This design comes from an exercise in tuning for small area, a short achievable clock period and few clock cycles on the open sky130 flow, not from production work.
Function was checked by simulation only, so behaviour that the tests miss may differ from the original.
No activity file was given, so power comes from the tool's default toggle rates.

== run 1 ==
Design cic_core, start of the top module:
module cic_core (
    input  wire        clk,
    input  wire        rst,
    input  wire        start,
    input  wire        region_pal,
    input  wire        abort_req,
    input  wire [7:0]  seed,
    input  wire [47:0] checksum,    
    input  wire        pif_clk,
    input  wire        pif_din,
    output wire        drive_low,
    output wire        ready,
    output wire        busy,
    output wire        lockup,
    output reg  [1:0]  outcome
);
    localparam [127:0] TABLE_NTSC = 128'h89E16DC75B8F41B0CED01E31A581A90E;
    localparam [127:0] TABLE_PAL  = 128'hC511891728F321B0A57589171215F40E;
    localparam [1:0] OUT_NONE    = 2'd0;
    localparam [1:0] OUT_ENDED   = 2'd1;
    localparam [1:0] OUT_ABORTED = 2'd2;
    localparam [1:0] OUT_LOCKUP  = 2'd3;
    localparam [3:0] G_IDLE = 4'd0,
                     G_HELLO = 4'd1,    
                     G_SEED  = 4'd2,    
                     G_CK0   = 4'd3,    
                     G_CK    = 4'd4,    
                     G_INIT  = 4'd5,    
                     G_CMD   = 4'd6,    
                     G_CMPC  = 4'd7,    
  ...
For scale: ~1,200 cells after synthesis, about 230 flip-flops, about 69 I/O pins, about 13,000 sq um of cells after synthesis.
Settings: LEC_CHECK=0, ABC_CLOCK_PERIOD_IN_PS=2500, CAP_MARGIN=20, CORE_MARGIN=2, CORE_UTILIZATION=50, PLACE_DENSITY=0.6, SETUP_SLACK_MARGIN=4.7, SLEW_MARGIN=20; clock period 7.0 ns.
standard.sh (not shown) runs the stock make flow with config.mk's settings and CLKGATE_MAP_FILE= SYNTH_SCRIPT=/design/flow/synth_recipe.tcl, a recipe that flattens the netlist after the stock synthesis.
==> flow/flow/run.sh <==
#!/bin/bash
# The standard layout, with the port buffers made of buf_2 cells (which
# the resizer may size up) instead of the default delay-buffer cell.
set -euo pipefail
export BUFFER_PORTS_ARGS="-buffer_cell sky130_fd_sc_hd__buf_2"
bash standard.sh > standard_flow.log 2>&1
Run 1 completed every stage of the flow, and the final layout passed the timing, design-rule and antenna checks.
Testbench counts of run 1, summed over its fixed seeds: cycles 47,364.
[inputs] run 2 vs run 1
Settings: SETUP_SLACK_MARGIN: 4.7 -> 4.5.
Notes after the runs:
Final non-filler cell area, run 1 and run 2, higher one = run 1. Re critical-path maximum fanout: run 2 is 1 down on run 1. When the final numbers for run 1 and run 2 were put side by side, the power per cell area turned out to be smaller in run 1. Compared with run 1, run 2 shows a lower global-route wire length before repair. Summary — utilization, run 2 relative to run 1: lower, by 3.3 points. Against run 1, run 2 comes in 1.6% lower on total half-perimeter wirelength after legalization and detailed placement.
## Diff of input files: run 3 against run 2
Settings: CTS_CLUSTER_DIAMETER now 70, previously not set; CTS_CLUSTER_SIZE now 24, previously not set.
==> flow/flow/run.sh <==
#!/bin/bash
# The standard layout, with the port buffers made of buf_1 cells (which
# the resizer may size up) instead of the default delay-buffer cell.
set -euo pipefail
export BUFFER_PORTS_ARGS="-buffer_cell sky130_fd_sc_hd__buf_1"
bash standard.sh > standard_flow.log 2>&1
### Flow results
- Fraction of final layout cells sized beyond drive strength 1 on run 3 is down relative to run 2.
- Delta (run 3 minus run 2): final cell area excluding filler cells now smaller; final standard cell count with taps included and fillers excluded roughly the same; delay of the slowest cell on the worst path dropped 0.02 ns; global-route wire length before repair roughly the same; setup slack lower.
- Going from run 2 to run 3, the routed wirelength normalized by instance count was found to have gone down by 0.62%.
- Run 3 vs. run 2: final period demand of the worst path went up by 0.0042 ns.
--- input diff run 3..run 4 ---
==> flow/flow/run.sh <==
#!/bin/bash
# The standard layout, with the port buffers made of buf_2 cells (which
# the resizer may size up) instead of the default delay-buffer cell.
set -euo pipefail
export BUFFER_PORTS_ARGS="-buffer_cell sky130_fd_sc_hd__buf_2"
bash standard.sh > standard_flow.log 2>&1
[summary]
- Arrival time reported for the critical path endpoint ends up lower on run 4.
- Routability congestion estimate from global placement, run 4 vs run 3: down slightly
- Run 3 consumes more power than run 4.
- Run 4 vs. run 3: via count normalized by instance count stayed essentially flat; layout cell share with drive strength beyond 1 rose by 3.6 points; global routing met3 resource utilization fell by 0.25 points.
- Compared with run 3, run 4 shows a global routing usage summed across all routing layers that is 0.38 points lower.
- Run 4 | status: complete | timing, DRC, antenna: pass
- Run 4 vs. run 3: share of total power in combinational logic went up by 1.0 points.


Setup of run A:
cic_core, a different RTL version from the one above (not shown whole).
For scale: ~1200 cells after synthesis, ~220 flip-flops, about 69 I/O pins, roughly 13000 um^2 of cells after synthesis.
==> flow/design.v (excerpt) <==
module cic_core (
    input  wire        clk,
    input  wire        rst,
    input  wire        start,
    input  wire        region_pal,
    input  wire        abort_req,
    input  wire [7:0]  seed,
    input  wire [47:0] checksum,    
    input  wire        pif_clk,
    input  wire        pif_din,
    output wire        drive_low,
    output wire        ready,
    output wire        busy,
    output wire        lockup,
    output reg  [1:0]  outcome
);
==> flow/config.mk <==
export PLATFORM = sky130hd
export DESIGN_NAME = cic_core
export DESIGN_NICKNAME = cic_core
export VERILOG_FILES = /design/flow/design.v
export SDC_FILE = /design/flow/constraint.sdc
export NUM_CORES = 4
export LEC_CHECK = 0
export ABC_CLOCK_PERIOD_IN_PS = 2500
export CAP_MARGIN = 20
export CORE_MARGIN = 2
export CORE_UTILIZATION = 45
export CTS_CLUSTER_DIAMETER = 70
export CTS_CLUSTER_SIZE = 24
export PLACE_DENSITY = 0.55
export SETUP_SLACK_MARGIN = 4.4
export SLEW_MARGIN = 20
==> flow/constraint.sdc <==
create_clock -name core_clock -period 7.0 [get_ports {clk}]
set_input_delay 1.4000 -clock core_clock [delete_from_list [all_inputs] [get_ports {clk}]]
set_output_delay 1.4000 -clock core_clock [all_outputs]
set_load 0.01 [all_outputs]
==> flow/flow/run.sh <==
#!/bin/bash
# The standard layout, with the port buffers made of buf_2 cells (which
# the resizer may size up) instead of the default delay-buffer cell.
set -euo pipefail
export BUFFER_PORTS_ARGS="-buffer_cell sky130_fd_sc_hd__buf_2"
bash standard.sh > standard_flow.log 2>&1
Run A reached the final stage; the timing, design-rule and antenna checks on its layout passed.
Testbench counts of run A, summed over its fixed seeds: cycles 47,175.
## Diff of input files: run B against run A
Settings: a change of CTS_CLUSTER_DIAMETER from 70 to 75; a change of CORE_UTILIZATION from 45 to 50; a change of CTS_CLUSTER_SIZE from 24 to 28; a change of PLACE_DENSITY from 0.55 to 0.6.
Notes after the runs:
- Changes observed in run B relative to run A: first-pass GRT wire length went up by 1.0%, internal portion of total power went down by 0.17 mW, multiplexer area fraction after synthesis was more or less identical.
- Re non-clock inverter total of the final layout: no difference whatsoever between run B and run A.
- Relative to run A, routing usage on met2 has increased by 2.9 points in run B.
- Comparing run B and run A, number of well-tap cells placed is higher on run A.
- Per the comparison of run B with run A, worst ir drop on vdd saw an increase; wire length on met1 fell by 4.6%; hold slack fell by 0.0041 ns.
- Lower final core area utilization among run B and run A: run A
Edits applied to the flow inputs when going from run B to run C:
Settings: swapping 75 for 70 in CTS_CLUSTER_DIAMETER; swapping 28 for 24 in CTS_CLUSTER_SIZE.
## What came out
Between run B and run C, the final cell count does not differ in any meaningful way. The final period utilization number comes out lower for run C vs run B. | fmax | run C vs run B | better |. When run C is set beside run B, its clock network fraction of total power turns out to be 2.5 points larger. NOTE: transition time at the pin with the least slew margin in run C exceeds that of run B. From run B to run C, number of design rule violations left after detail routing did not move at all. Comparing run C against run B, there is no change at all in synthesized cell count. Higher total power among run B and run C: run C. In the tables for run B and run C, cell area reads lower with run B. Against run B, run C reports a count of clock-net buffers in the final layout that is higher.
Edits applied to the flow inputs when going from run C to run D:
Settings: changing ABC_CLOCK_PERIOD_IN_PS from 2500 to 3500.
Results
Result: PASS for each of run C and run D
As far as met1 demand-to-capacity share in global routing goes, run D and run C are indistinguishable; the numbers are identical.
Comparing run C against run D, there is no change at all in worst hold slack.
Status: final critical path time including I/O delays and setup parity (run C, run D)
Diff run C..run D | share of the clock period used by the worst path after layout | unchanged


Starting RTL as in the previous note.
clock: 7.0 ns
lec_check: 0
abc_clock_period_in_ps: 2500
cap_margin: 20
core_margin: 2
core_utilization: 50
cts_cluster_diameter: 80
cts_cluster_size: 30
place_density: 0.6
setup_slack_margin: 4.4
slew_margin: 20
==> flow/flow/run.sh <==
#!/bin/bash
# The standard layout, with the port buffers made of buf_1 cells (which
# the resizer may size up) instead of the default delay-buffer cell.
set -euo pipefail
export BUFFER_PORTS_ARGS="-buffer_cell sky130_fd_sc_hd__buf_1"
bash standard.sh > standard_flow.log 2>&1
The baseline passed the timing, design-rule and antenna checks.
Testbench counts at the start, summed over its fixed seeds: cycles 47,175.
Rerun with:
==> flow/flow/run.sh (replaced) <==
#!/bin/bash
# The standard layout, with the port buffers made of buf_2 cells (which
# the resizer may size up) instead of the default delay-buffer cell.
set -euo pipefail
export BUFFER_PORTS_ARGS="-buffer_cell sky130_fd_sc_hd__buf_2"
bash standard.sh > standard_flow.log 2>&1
--- a/flow/config.mk
+++ b/flow/config.mk
@@ -10,7 +10,7 @@
 export CORE_MARGIN = 2
 export CORE_UTILIZATION = 50
-export CTS_CLUSTER_DIAMETER = 80
-export CTS_CLUSTER_SIZE = 30
+export CTS_CLUSTER_DIAMETER = 70
+export CTS_CLUSTER_SIZE = 24
 export PLACE_DENSITY = 0.6
-export SETUP_SLACK_MARGIN = 4.4
+export SETUP_SLACK_MARGIN = 4.3
 export SLEW_MARGIN = 20
Outcome: Die area does not change. Critical path depth rose by 3. Setup slack got worse by 56 ps. Cell area shrinks slightly. Clock skew is about the same. Hold slack improved by 15 ps. Clock-buffer cell count went up by 2. Core utilization falls by 0.34 points. Global-route usage went up by 0.55 points. Sequential share of layout area goes up by 0.22 points.
Rerun with:
--- a/flow/config.mk
+++ b/flow/config.mk
@@ -12,5 +12,6 @@
 export CTS_CLUSTER_DIAMETER = 70
 export CTS_CLUSTER_SIZE = 24
+export GPL_ROUTABILITY_DRIVEN = 0
 export PLACE_DENSITY = 0.6
-export SETUP_SLACK_MARGIN = 4.3
+export SETUP_SLACK_MARGIN = 4.4
 export SLEW_MARGIN = 20
Cell area went up by about 0.8%.
Worst setup slack is worse by 26 ps.
Worst hold slack is about the same.
Rerun with:
--- a/flow/config.mk
+++ b/flow/config.mk
@@ -12,6 +12,5 @@
 export CTS_CLUSTER_DIAMETER = 70
 export CTS_CLUSTER_SIZE = 24
-export GPL_ROUTABILITY_DRIVEN = 0
 export PLACE_DENSITY = 0.6
-export SETUP_SLACK_MARGIN = 4.4
+export SETUP_SLACK_MARGIN = 4.5
 export SLEW_MARGIN = 20
What happened:
- die area is unchanged
- worst setup slack improved by 160 ps
- utilization increases by 1.4 points
- area after synthesis stays the same
- routed wire length grows by 1.8%

static timing again, ports no longer ideal:
No port has a modelled driver above. Below, the same layouts with a new extraction and two added sets of constraints.
Step 1, drivers: a clkbuf_16 drives clk and a buf_2 each remaining input, both assumed.
Step 2 times the ports against the registers' clock, not the clock port: input delays grow and output delays shrink by t, the midpoint of the rising clock arrivals with the driver on.
a / b / c = no drivers / after step 1 / after step 2; a / b = the first two.
| run | shift t [ns] | slack for setup (ns) | worst hold slack (ns) |
|---|---|---|---|
| run 1 | 0.569 | 4.528 / 4.528 / 4.156 | 0.417 / 0.417 / 0.417 |
| run 2 | 0.575 | 4.540 / 4.508 / 4.106 | 0.415 / 0.415 / 0.415 |
| run 3 | 0.549 | 4.536 / 4.520 / 4.073 | 0.409 / 0.409 / 0.409 |
| run 4 | 0.530 | 4.568 / 4.555 / 4.087 | 0.421 / 0.421 / 0.421 |
| run A | 0.544 | 4.375 / 4.375 / 4.016 | 0.421 / 0.421 / 0.421 |
| run B | 0.530 | 4.443 / 4.443 / 4.051 | 0.417 / 0.417 / 0.417 |
| run C | 0.534 | 4.497 / 4.478 / 4.037 | 0.423 / 0.423 / 0.423 |
| run D | 0.534 | 4.497 / 4.478 / 4.037 | 0.423 / 0.423 / 0.423 |
| the first run of note 3 | 0.532 | 4.458 / 4.458 / 3.996 | 0.411 / 0.411 / 0.411 |
| the second run of note 3 | 0.541 | 4.402 / 4.402 / 3.924 | 0.426 / 0.426 / 0.426 |
| the third run of note 3 | 0.533 | 4.376 / 4.376 / 4.012 | 0.424 / 0.424 / 0.424 |
| the fourth run of note 3 | 0.534 | 4.539 / 4.539 / 4.119 | 0.423 / 0.423 / 0.423 |
After both steps setup and hold are still met in every run listed. For run 4, which loses most, drivers alone change the setup slack by -0.013 ns; drivers and shift together by -0.481 ns.
